Background: an optimization exercise with open tools, aiming at small area, a short achievable clock period and few clock cycles per item. Do not read the settings as production practice. Where RTL was checked, it was by simulation tests only, not by an equivalence proof against the original. Power and IR drop assume default switching activity.

==> inputs of build 74 <==
==> flow/design.v <==
module sleipnir_fr (
    input  wire         clk,
    input  wire         rst,           
    input  wire         in_valid,
    input  wire [7:0]   in_data,
    output wire         in_ready,
    output reg          ev_valid,
    output reg  [2:0]   ev_code,
    output reg  [4:0]   ev_skip,
    output reg  [4:0]   ev_len,
    output wire [199:0] ev_payload
);
    reg [255:0] pbuf_n;
    wire [255:0] pbuf = ~pbuf_n;
    reg [24:0] mk_n;     
    reg [7:0] inq;       
    reg       inq_v;
    reg       rdy;       
    reg       hold;      
    reg [5:0] n;         
    reg [5:0] w;         
    reg [7:0] xr;        
    reg       last_a0;   
    reg       last_0d;   
    reg       pend;      
    reg       rpl;       
    reg [4:0] rp;        
    reg [4:0] rend;      
    reg [5:0] dz;        
    reg       frz;       
    assign in_ready = rdy;
    integer k;
    wire accept = in_valid & ~hold;
    reg       p2z, p2a0;
    reg [4:0] p3v;
    reg       p3a0, p3a1;
    wire [7:0] rbyte = pbuf[{rp, 3'b000} +: 8];
    wire pre23 = p2a0 & p3a1;
    wire       full_dead = (n == 6'd32) && (w == 6'd32);
    wire       proc  = rpl | (inq_v & ~full_dead);
    wire       start = ~rpl & inq_v & full_dead;
    wire [7:0] c     = rpl ? rbyte : inq;
    wire s_empty = (w == 6'd0);
    wire evict   = (n == 6'd32);           
    wire [5:0] n_inc = evict ? n : n + 6'd1;
    wire is_a1 = (c == 8'hA1);
    wire is_0a = (c == 8'h0A);
    wire new_pre = s_empty & last_a0 & (n != 6'd0) & is_a1;
    wire [5:0] need = {1'b0, p3v} + 6'd6;
    wire trl = ~frz & ~s_empty & last_0d & is_0a & p2z & (w >= need);
    wire [5:0] dz_aft  = dz - {5'd0, evict & (dz != 6'd0)};
    wire       dz_left = (dz_aft != 6'd0);
    wire       thaw = proc & ~start & frz & ~dz_left;
    wire       dead_in = ~rpl & ~frz & (dz == 6'd0) & (w == 6'd3) &
                         (~p2z | (c[7:5] != 3'd0) | (c[4:0] > 5'd25));
    wire       pre_in  = p2a0 & is_a1;     
    wire [4:0] v  = frz ? rp - 5'd1 : w[4:0];
    wire [7:0] x  = xr ^ 8'h0D;
    wire [4:0] m  = v - 5'd6;
    wire [7:0] p0 = pbuf[8*4 +: 8];
    reg  [2:0] code;
    always @* begin
        if (x != 8'd0)          code = 3'd0;
        else if (m == 5'd0)     code = 3'd1;
        else if (p0 == 8'h83)   code = 3'd2;
        else if (p0 == 8'h84)   code = 3'd3;
        else                    code = 3'd4;
    end
    reg [5:0] n_nx, w_nx, dz_nx;
    reg       rpl_nx, inq_v_nx, frz_nx;
    always @* begin
        n_nx = n;
        w_nx = w;
        dz_nx = dz;
        frz_nx = frz;
        rpl_nx = rpl;
        if (start) begin
            n_nx = 6'd3;         
            w_nx = pre23 ? 6'd2 : 6'd0;
            rpl_nx = 1'b1;
        end else if (proc) begin
            dz_nx = dz_aft;
            if (frz) begin
                n_nx = n_inc;
                w_nx = w + 6'd1;
                if (thaw) begin
                    n_nx = 6'd0;
                    w_nx = 6'd0;
                    frz_nx = 1'b0;
                    rpl_nx = 1'b1;
                end
            end else if (s_empty) begin
                n_nx = n_inc;
                if (new_pre) w_nx = 6'd2;
            end else if (trl & ~dz_left) begin
                n_nx = 6'd0;
                w_nx = 6'd0;
            end else if (trl) begin
                n_nx = n_inc;
                w_nx = w + 6'd1;
                frz_nx = 1'b1;
            end else if (dead_in) begin
                n_nx = n_inc;
                w_nx = pre_in ? 6'd2 : 6'd0;
                dz_nx = n_inc - 6'd3;
            end else begin
                n_nx = n_inc;
                w_nx = w + 6'd1;
            end
            if (rpl && rp == rend) rpl_nx = 1'b0;
        end
        inq_v_nx = (inq_v & ~(proc & ~rpl)) | accept;
    end
    always @(posedge clk) begin
        if (rst) begin
            inq_v    <= 1'b0;
            rdy      <= 1'b1;
            hold     <= 1'b0;
            n        <= 6'd0;
            w        <= 6'd0;
            last_a0  <= 1'b0;
            pend     <= 1'b0;
            rpl      <= 1'b0;
            dz       <= 6'd0;
            frz      <= 1'b0;
            ev_valid <= 1'b0;
        end else begin
            dz    <= dz_nx;
            frz   <= frz_nx;
            n     <= n_nx;
            w     <= w_nx;
            rpl   <= rpl_nx;
            inq_v <= inq_v_nx;
            rdy   <= ~(rpl_nx | (inq_v_nx & (n_nx == 6'd32) & (w_nx == 6'd32)));
            hold  <=   rpl_nx | (inq_v_nx & (n_nx == 6'd32) & (w_nx == 6'd32));
            ev_valid <= 1'b0;
            if (start) begin
                last_a0 <= p3a0;
                last_0d <= 1'b0;
                rp      <= 5'd4;
                rend    <= 5'd31;
            end else if (proc) begin
                if (rpl) rp <= rp + 5'd1;
                if (pend) begin
                    ev_valid <= 1'b1;
                    pend     <= 1'b0;
                end
                if (frz) begin
                    if (thaw) begin
                        ev_valid <= 1'b1;
                        rend     <= w[4:0];
                        last_a0  <= 1'b0;
                    end
                end else if (s_empty) begin
                    last_a0 <= (c == 8'hA0);
                    xr      <= 8'd0;
                    last_0d <= 1'b0;
                end else if (trl & ~dz_left) begin
                    last_a0 <= 1'b0;
                    if (n >= 6'd7) ev_valid <= 1'b1;
                    else           pend     <= 1'b1;
                end else if (trl) begin
                    rp <= w[4:0] + 5'd1;       
                end else if (dead_in) begin
                    last_a0 <= (c == 8'hA0) & ~pre_in;
                    last_0d <= 1'b0;
                end else begin
                    last_0d <= (c == 8'h0D);
                    xr      <= (w < 6'd4) ? 8'd0 : (xr ^ c);
                end
            end
        end
        if (~hold) inq <= in_data;
    end
    always @(posedge clk) begin
        ev_code <= pend ? {2'b00, x == 8'd0} : code;
        ev_skip <= pend ? 5'd0 : n_inc[4:0] - w[4:0] - 5'd1;
        ev_len  <= pend ? 5'd0 : m;
    end
    always @(posedge clk) begin
        for (k = 0; k < 25; k = k + 1)
            mk_n[k] <= ~(((proc & ~start & ~s_empty & trl & ~dz_left & (n >= 6'd7)) | thaw) & (k < m));
    end
    genvar j;
    generate
        for (j = 4; j < 32; j = j + 1) begin : g_buf
            always @(posedge clk)
                if (proc && w == j)
                    pbuf_n[8*j +: 8] <= ~c;
        end
    endgenerate
    always @(posedge clk) pbuf_n[31:0] <= 32'hFFFFFFFF;
    always @(posedge clk) begin
        if (proc && w == 6'd2) begin
            p2z  <= (c == 8'h00);
            p2a0 <= (c == 8'hA0);
        end
        if (proc && w == 6'd3) begin
            p3v  <= (c[7:5] == 3'd0) ? c[4:0] : 5'd31;
            p3a0 <= (c == 8'hA0);
            p3a1 <= (c == 8'hA1);
        end
    end
    generate
        for (j = 0; j < 25; j = j + 1) begin : g_pay
            assign ev_payload[8*j +: 8] = ~(pbuf_n[8*(j+4) +: 8] | {8{mk_n[j]}});
        end
    endgenerate
endmodule
==> flow/flow/run.sh <==
#!/bin/bash
# The standard layout (standard.sh), with port buffers of buf_1 cells
# instead of the default delay-cell buffers (clkdlybuf4s50_1), which are
# larger and slower.  Every other step, and the SDC, are the standard flow's.
set -euo pipefail
export BUFFER_PORTS_ARGS="-buffer_cell sky130_fd_sc_hd__buf_1"
bash standard.sh > standard.log 2>&1
==> flow/standard.sh <==
#!/bin/bash
# synth_recipe.tcl (not shown) runs the flow's synth.tcl, then flattens the netlist and writes it again
# the make line also repeats each setting of config.mk as NAME=value (left out here)
make -C /OpenROAD-flow-scripts/flow DESIGN_CONFIG=/design/flow/config.mk WORK_HOME=/design/flow/orfs CLKGATE_MAP_FILE= SYNTH_SCRIPT=/design/flow/synth_recipe.tcl "${@:-finish}"
==> flow/config.mk <==
export PLATFORM = sky130hd
export DESIGN_NAME = sleipnir_fr
export DESIGN_NICKNAME = sleipnir_fr
export VERILOG_FILES = /design/flow/design.v
export SDC_FILE = /design/flow/constraint.sdc
export NUM_CORES = 4
export LEC_CHECK = 0
export CAP_MARGIN = 20
export CORE_MARGIN = 2
export CORE_UTILIZATION = 45
export CTS_BUF_LIST = sky130_fd_sc_hd__clkbuf_16
export CTS_CLUSTER_DIAMETER = 100
export CTS_CLUSTER_SIZE = 25
export PLACE_DENSITY = 0.6
export SETUP_SLACK_MARGIN = 1.5
export SLEW_MARGIN = 20
==> flow/constraint.sdc <==
create_clock -name core_clock -period 20.0 [get_ports {clk}]
set_input_delay 4.0000 -clock core_clock [delete_from_list [all_inputs] [get_ports {clk}]]
set_output_delay 4.0000 -clock core_clock [all_outputs]
set_load 0.01 [all_outputs]
==> build 36 (differences from build 74) <==
==> flow/design.v, changed modules only <==
module sleipnir_fr (
    input  wire         clk,
    input  wire         rst,           
    input  wire         in_valid,
    input  wire [7:0]   in_data,
    output wire         in_ready,
    output reg          ev_valid,
    output reg  [2:0]   ev_code,
    output reg  [4:0]   ev_skip,
    output reg  [4:0]   ev_len,
    output wire [199:0] ev_payload
);
    reg [255:0] pbuf_n;
    wire [255:0] pbuf = ~pbuf_n;
    reg [24:0] mk_n;     
    reg [7:0] inq;       
    reg       inq_v;
    reg       rdy;       
    reg       hold;      
    reg [5:0] n;         
    reg [5:0] w;         
    reg [7:0] xr;        
    reg       last_a0;   
    reg       last_0d;   
    reg       pend;      
    reg       rpl;       
    reg [4:0] rp;        
    assign in_ready = rdy;
    integer k;
    wire accept = in_valid & ~hold;
    wire [7:0] rbyte = pbuf[{rp, 3'b000} +: 8];
    wire       full_dead = (n == 6'd32) && (w == 6'd32);
    wire       proc  = rpl | (inq_v & ~full_dead);
    wire       start = ~rpl & inq_v & full_dead;
    wire [7:0] c     = rpl ? rbyte : inq;
    wire s_empty = (w == 6'd0);
    wire evict   = (n == 6'd32);           
    wire [5:0] n_inc = evict ? n : n + 6'd1;
    wire is_a1 = (c == 8'hA1);
    wire is_0a = (c == 8'h0A);
    wire new_pre = s_empty & last_a0 & (n != 6'd0) & is_a1;
    wire [7:0] lhi = pbuf[8*2 +: 8];
    wire [7:0] llo = pbuf[8*3 +: 8];
    wire [8:0] need = {1'b0, llo} + 9'd6;
    wire trl = ~s_empty & last_0d & is_0a & (lhi == 8'd0) & ({3'b000, w} >= need);
    wire [7:0] x  = xr ^ 8'h0D;
    wire [4:0] m  = w[4:0] - 5'd6;
    wire [7:0] p0 = pbuf[8*4 +: 8];
    reg  [2:0] code;
    always @* begin
        if (x != 8'd0)          code = 3'd0;
        else if (m == 5'd0)     code = 3'd1;
        else if (p0 == 8'h83)   code = 3'd2;
        else if (p0 == 8'h84)   code = 3'd3;
        else                    code = 3'd4;
    end
    reg [5:0] n_nx, w_nx;
    reg       rpl_nx, inq_v_nx;
    always @* begin
        n_nx = n;
        w_nx = w;
        rpl_nx = rpl;
        if (start) begin
            n_nx = 6'd1;         
            w_nx = 6'd0;
            rpl_nx = 1'b1;
        end else if (proc) begin
            if (s_empty) begin
                n_nx = n_inc;
                if (new_pre) w_nx = 6'd2;
            end else if (trl) begin
                n_nx = 6'd0;
                w_nx = 6'd0;
            end else begin
                n_nx = n_inc;
                w_nx = w + 6'd1;
            end
            if (rpl && rp == 5'd31) rpl_nx = 1'b0;
        end
        inq_v_nx = (inq_v & ~(proc & ~rpl)) | accept;
    end
    always @(posedge clk) begin
        if (rst) begin
            inq_v    <= 1'b0;
            rdy      <= 1'b1;
            hold     <= 1'b0;
            n        <= 6'd0;
            w        <= 6'd0;
            last_a0  <= 1'b0;
            pend     <= 1'b0;
            rpl      <= 1'b0;
            ev_valid <= 1'b0;
        end else begin
            n     <= n_nx;
            w     <= w_nx;
            rpl   <= rpl_nx;
            inq_v <= inq_v_nx;
            rdy   <= ~(rpl_nx | (inq_v_nx & (n_nx == 6'd32) & (w_nx == 6'd32)));
            hold  <=   rpl_nx | (inq_v_nx & (n_nx == 6'd32) & (w_nx == 6'd32));
            ev_valid <= 1'b0;
            if (start) begin
                last_a0 <= 1'b0;
                rp      <= 5'd2;
            end else if (proc) begin
                rp <= rp + 5'd1;
                if (pend) begin
                    ev_valid <= 1'b1;
                    pend     <= 1'b0;
                end
                if (s_empty) begin
                    last_a0 <= (c == 8'hA0);
                    xr      <= 8'd0;
                    last_0d <= 1'b0;
                end else if (trl) begin
                    last_a0 <= 1'b0;
                    ev_code <= code;
                    ev_skip <= n_inc[4:0] - w[4:0] - 5'd1;
                    ev_len  <= m;
                    if (n >= 6'd7) ev_valid <= 1'b1;
                    else           pend     <= 1'b1;
                end else begin
                    last_0d <= (c == 8'h0D);
                    xr      <= (w < 6'd4) ? 8'd0 : (xr ^ c);
                end
            end
        end
        if (~hold) inq <= in_data;
    end
    always @(posedge clk) begin
        for (k = 0; k < 25; k = k + 1)
            mk_n[k] <= ~(proc & ~start & ~s_empty & trl & (n >= 6'd7) & (k < m));
    end
    genvar j;
    generate
        for (j = 2; j < 32; j = j + 1) begin : g_buf
            always @(posedge clk)
                if (proc && w == j)
                    pbuf_n[8*j +: 8] <= ~c;
        end
    endgenerate
    always @(posedge clk) pbuf_n[15:0] <= 16'hFFFF;
    generate
        for (j = 0; j < 25; j = j + 1) begin : g_pay
            assign ev_payload[8*j +: 8] = ~(pbuf_n[8*(j+4) +: 8] | {8{mk_n[j]}});
        end
    endgenerate
endmodule
==> flow/flow/run.sh (replaced) <==
#!/bin/bash
set -euo pipefail
export BUFFER_PORTS_ARGS="-buffer_cell sky130_fd_sc_hd__buf_2"
sed 's/SETUP_SLACK_MARGIN=[^ ]*/SETUP_SLACK_MARGIN=14.8/' standard.sh > flow_std.sh
bash flow_std.sh > standard.log 2>&1
CTS_BUF_LIST = sky130_fd_sc_hd__clkbuf_8 sky130_fd_sc_hd__clkbuf_4   (was sky130_fd_sc_hd__clkbuf_16)
CTS_CLUSTER_DIAMETER = default   (was 100)
CTS_CLUSTER_SIZE = 30   (was 25)
==> trial 61 (differences from build 74) <==
==> flow/design.v, changed modules only <==
module sleipnir_fr (
    input  wire         clk,
    input  wire         rst,           
    input  wire         in_valid,
    input  wire [7:0]   in_data,
    output wire         in_ready,
    output reg          ev_valid,
    output reg  [2:0]   ev_code,
    output reg  [4:0]   ev_skip,
    output reg  [4:0]   ev_len,
    output wire [199:0] ev_payload
);
    reg [255:0] pbuf_n;
    wire [255:0] pbuf = ~pbuf_n;
    reg [24:0] mk_n;     
    reg [7:0] inq;       
    reg       inq_v;
    reg       rdy;       
    reg       hold;      
    reg [5:0] n;         
    reg [5:0] w;         
    reg [7:0] xr;        
    reg       last_a0;   
    reg       last_0d;   
    reg       pend;      
    reg       rpl;       
    reg [4:0] rp;        
    assign in_ready = rdy;
    integer k;
    wire accept = in_valid & ~hold;
    reg       p2z, p2a0;
    reg [4:0] p3v;
    reg       p3a0, p3a1;
    wire [7:0] rbyte = pbuf[{rp, 3'b000} +: 8];
    wire pre23 = p2a0 & p3a1;
    wire       full_dead = (n == 6'd32) && (w == 6'd32);
    wire       proc  = rpl | (inq_v & ~full_dead);
    wire       start = ~rpl & inq_v & full_dead;
    wire [7:0] c     = rpl ? rbyte : inq;
    wire s_empty = (w == 6'd0);
    wire evict   = (n == 6'd32);           
    wire [5:0] n_inc = evict ? n : n + 6'd1;
    wire is_a1 = (c == 8'hA1);
    wire is_0a = (c == 8'h0A);
    wire new_pre = s_empty & last_a0 & (n != 6'd0) & is_a1;
    wire [5:0] need = {1'b0, p3v} + 6'd6;
    wire trl = ~s_empty & last_0d & is_0a & p2z & (w >= need);
    wire [7:0] x  = xr ^ 8'h0D;
    wire [4:0] m  = w[4:0] - 5'd6;
    wire [7:0] p0 = pbuf[8*4 +: 8];
    reg  [2:0] code;
    always @* begin
        if (x != 8'd0)          code = 3'd0;
        else if (m == 5'd0)     code = 3'd1;
        else if (p0 == 8'h83)   code = 3'd2;
        else if (p0 == 8'h84)   code = 3'd3;
        else                    code = 3'd4;
    end
    reg [5:0] n_nx, w_nx;
    reg       rpl_nx, inq_v_nx;
    always @* begin
        n_nx = n;
        w_nx = w;
        rpl_nx = rpl;
        if (start) begin
            n_nx = 6'd3;         
            w_nx = pre23 ? 6'd2 : 6'd0;
            rpl_nx = 1'b1;
        end else if (proc) begin
            if (s_empty) begin
                n_nx = n_inc;
                if (new_pre) w_nx = 6'd2;
            end else if (trl) begin
                n_nx = 6'd0;
                w_nx = 6'd0;
            end else begin
                n_nx = n_inc;
                w_nx = w + 6'd1;
            end
            if (rpl && rp == 5'd31) rpl_nx = 1'b0;
        end
        inq_v_nx = (inq_v & ~(proc & ~rpl)) | accept;
    end
    always @(posedge clk) begin
        if (rst) begin
            inq_v    <= 1'b0;
            rdy      <= 1'b1;
            hold     <= 1'b0;
            n        <= 6'd0;
            w        <= 6'd0;
            last_a0  <= 1'b0;
            pend     <= 1'b0;
            rpl      <= 1'b0;
            ev_valid <= 1'b0;
        end else begin
            n     <= n_nx;
            w     <= w_nx;
            rpl   <= rpl_nx;
            inq_v <= inq_v_nx;
            rdy   <= ~(rpl_nx | (inq_v_nx & (n_nx == 6'd32) & (w_nx == 6'd32)));
            hold  <=   rpl_nx | (inq_v_nx & (n_nx == 6'd32) & (w_nx == 6'd32));
            ev_valid <= 1'b0;
            if (start) begin
                last_a0 <= p3a0;
                last_0d <= 1'b0;
                rp      <= 5'd4;
            end else if (proc) begin
                rp <= rp + 5'd1;
                if (pend) begin
                    ev_valid <= 1'b1;
                    pend     <= 1'b0;
                end
                if (s_empty) begin
                    last_a0 <= (c == 8'hA0);
                    xr      <= 8'd0;
                    last_0d <= 1'b0;
                end else if (trl) begin
                    last_a0 <= 1'b0;
                    if (n >= 6'd7) ev_valid <= 1'b1;
                    else           pend     <= 1'b1;
                end else begin
                    last_0d <= (c == 8'h0D);
                    xr      <= (w < 6'd4) ? 8'd0 : (xr ^ c);
                end
            end
        end
        if (~hold) inq <= in_data;
    end
    always @(posedge clk) begin
        ev_code <= pend ? {2'b00, x == 8'd0} : code;
        ev_skip <= pend ? 5'd0 : n_inc[4:0] - w[4:0] - 5'd1;
        ev_len  <= pend ? 5'd0 : m;
    end
    always @(posedge clk) begin
        for (k = 0; k < 25; k = k + 1)
            mk_n[k] <= ~(proc & ~start & ~s_empty & trl & (n >= 6'd7) & (k < m));
    end
    genvar j;
    generate
        for (j = 4; j < 32; j = j + 1) begin : g_buf
            always @(posedge clk)
                if (proc && w == j)
                    pbuf_n[8*j +: 8] <= ~c;
        end
    endgenerate
    always @(posedge clk) pbuf_n[31:0] <= 32'hFFFFFFFF;
    always @(posedge clk) begin
        if (proc && w == 6'd2) begin
            p2z  <= (c == 8'h00);
            p2a0 <= (c == 8'hA0);
        end
        if (proc && w == 6'd3) begin
            p3v  <= (c[7:5] == 3'd0) ? c[4:0] : 5'd31;
            p3a0 <= (c == 8'hA0);
            p3a1 <= (c == 8'hA1);
        end
    end
    generate
        for (j = 0; j < 25; j = j + 1) begin : g_pay
            assign ev_payload[8*j +: 8] = ~(pbuf_n[8*(j+4) +: 8] | {8{mk_n[j]}});
        end
    endgenerate
endmodule
==> reports/qor_table.md <==
| Metric | This run | Unit |
|:---|:---|:---|
| Result of the run | timing/DRC/antenna clean | - |
| Area used by multi-input combinational logic | 4640 | um2 |
| Share of post-route cells with drive strength above 1 | 0.0639 | - |
| GR met2 Demand/Resource | 0.383 | - |
| Number of distinct library cell variants in the gate-level netlist after synthesis | 73 | - |
| Least setup slack across all paths after layout | 14.60 | ns |
| Final sequential cell count | 312 | - |
| Critical path origin | mk_n[12] | - |
| Count of non-filler cells in the finished layout | 1695 | - |
| Synthesized Nets | 1133 | - |
-- figures above: trial 61

==> reports/qor_table.md <==
| Metric | This run | Unit |
|:---|:---|:---|
| Result of the run | timing/DRC/antenna clean | - |
| GR met2 Demand/Resource | 0.433 | - |
| Fraction of the mapped netlist area in simple logic gates | 0.146 | - |
| Number of distinct library cell variants in the gate-level netlist after synthesis | 81 | - |
| Critical path origin | mk_n[21] | - |
| Final sequential cell count | 324 | - |
| Share of post-route cells with drive strength above 1 | 0.0758 | - |
| Least setup slack across all paths after layout | 14.58 | ns |
| Master cell of the clock root buffer | clkbuf_16 | - |
| Area used by multi-input combinational logic | 5390 | um2 |
| Synthesized Nets | 1281 | - |
| Number of buffers created by CTS | 17 | - |
| Count of non-filler cells in the finished layout | 1880 | - |
| Clock distribution power | 0.381 | mW |
| Shortest clock period the worst path allows after layout | 5.42 | ns |
-- figures above: build 74

==> reports/qor_table.md <==
| Metric | This run | Unit |
|:---|:---|:---|
| Area used by multi-input combinational logic | 5180 | um2 |
| GR met2 Demand/Resource | 0.452 | - |
| Result of the run | timing/DRC/antenna clean | - |
| Final sequential cell count | 319 | - |
| Count of non-filler cells in the finished layout | 1862 | - |
| Share of post-route cells with drive strength above 1 | 0.444 | - |
| Number of distinct library cell variants in the gate-level netlist after synthesis | 73 | - |
-- figures above: build 36

Testbench counts of trial 61, summed over its fixed seeds: cycles 34,716, bytes 32,206.
Only the layout flow was run in build 74 and build 36; the RTL was not checked for function there.

re-timing with driven ports:
How much do the figures lean on ideal ports? The routed layouts below were timed once more, with nothing changed but the port constraints. Step 1: set_driving_cell puts a clkbuf_16 on clk and a buf_2 on each other input, an assumption about the parent block. Step 2 adds t to the input delays and takes it off the output delays; t is the mean of the earliest and latest rising clock arrival at the registers after step 1. Input paths then give back, and output paths get back, about the clock's delay inside the block. Slacks: no drivers / after step 1 / after step 2; pairs: no drivers / after step 1.
run	shift t [ns]	setup WS [ns]	clock arrival spread, ns	worst data-port slew with drivers (ns)	pins driven straight from the clock port
build 74	0.567	14.576 / 14.525 / 14.736	0.023 / 0.023	0.03	1
build 36	0.613	14.674 / 14.628 / 14.634	0.039 / 0.038	0.03	1
trial 61	0.562	14.603 / 14.553 / 14.746	0.025 / 0.025	0.08	1
After both steps setup and hold are still met in every run listed. For build 36, which loses most, drivers alone change the setup slack by -0.046 ns; drivers and shift together by -0.040 ns.
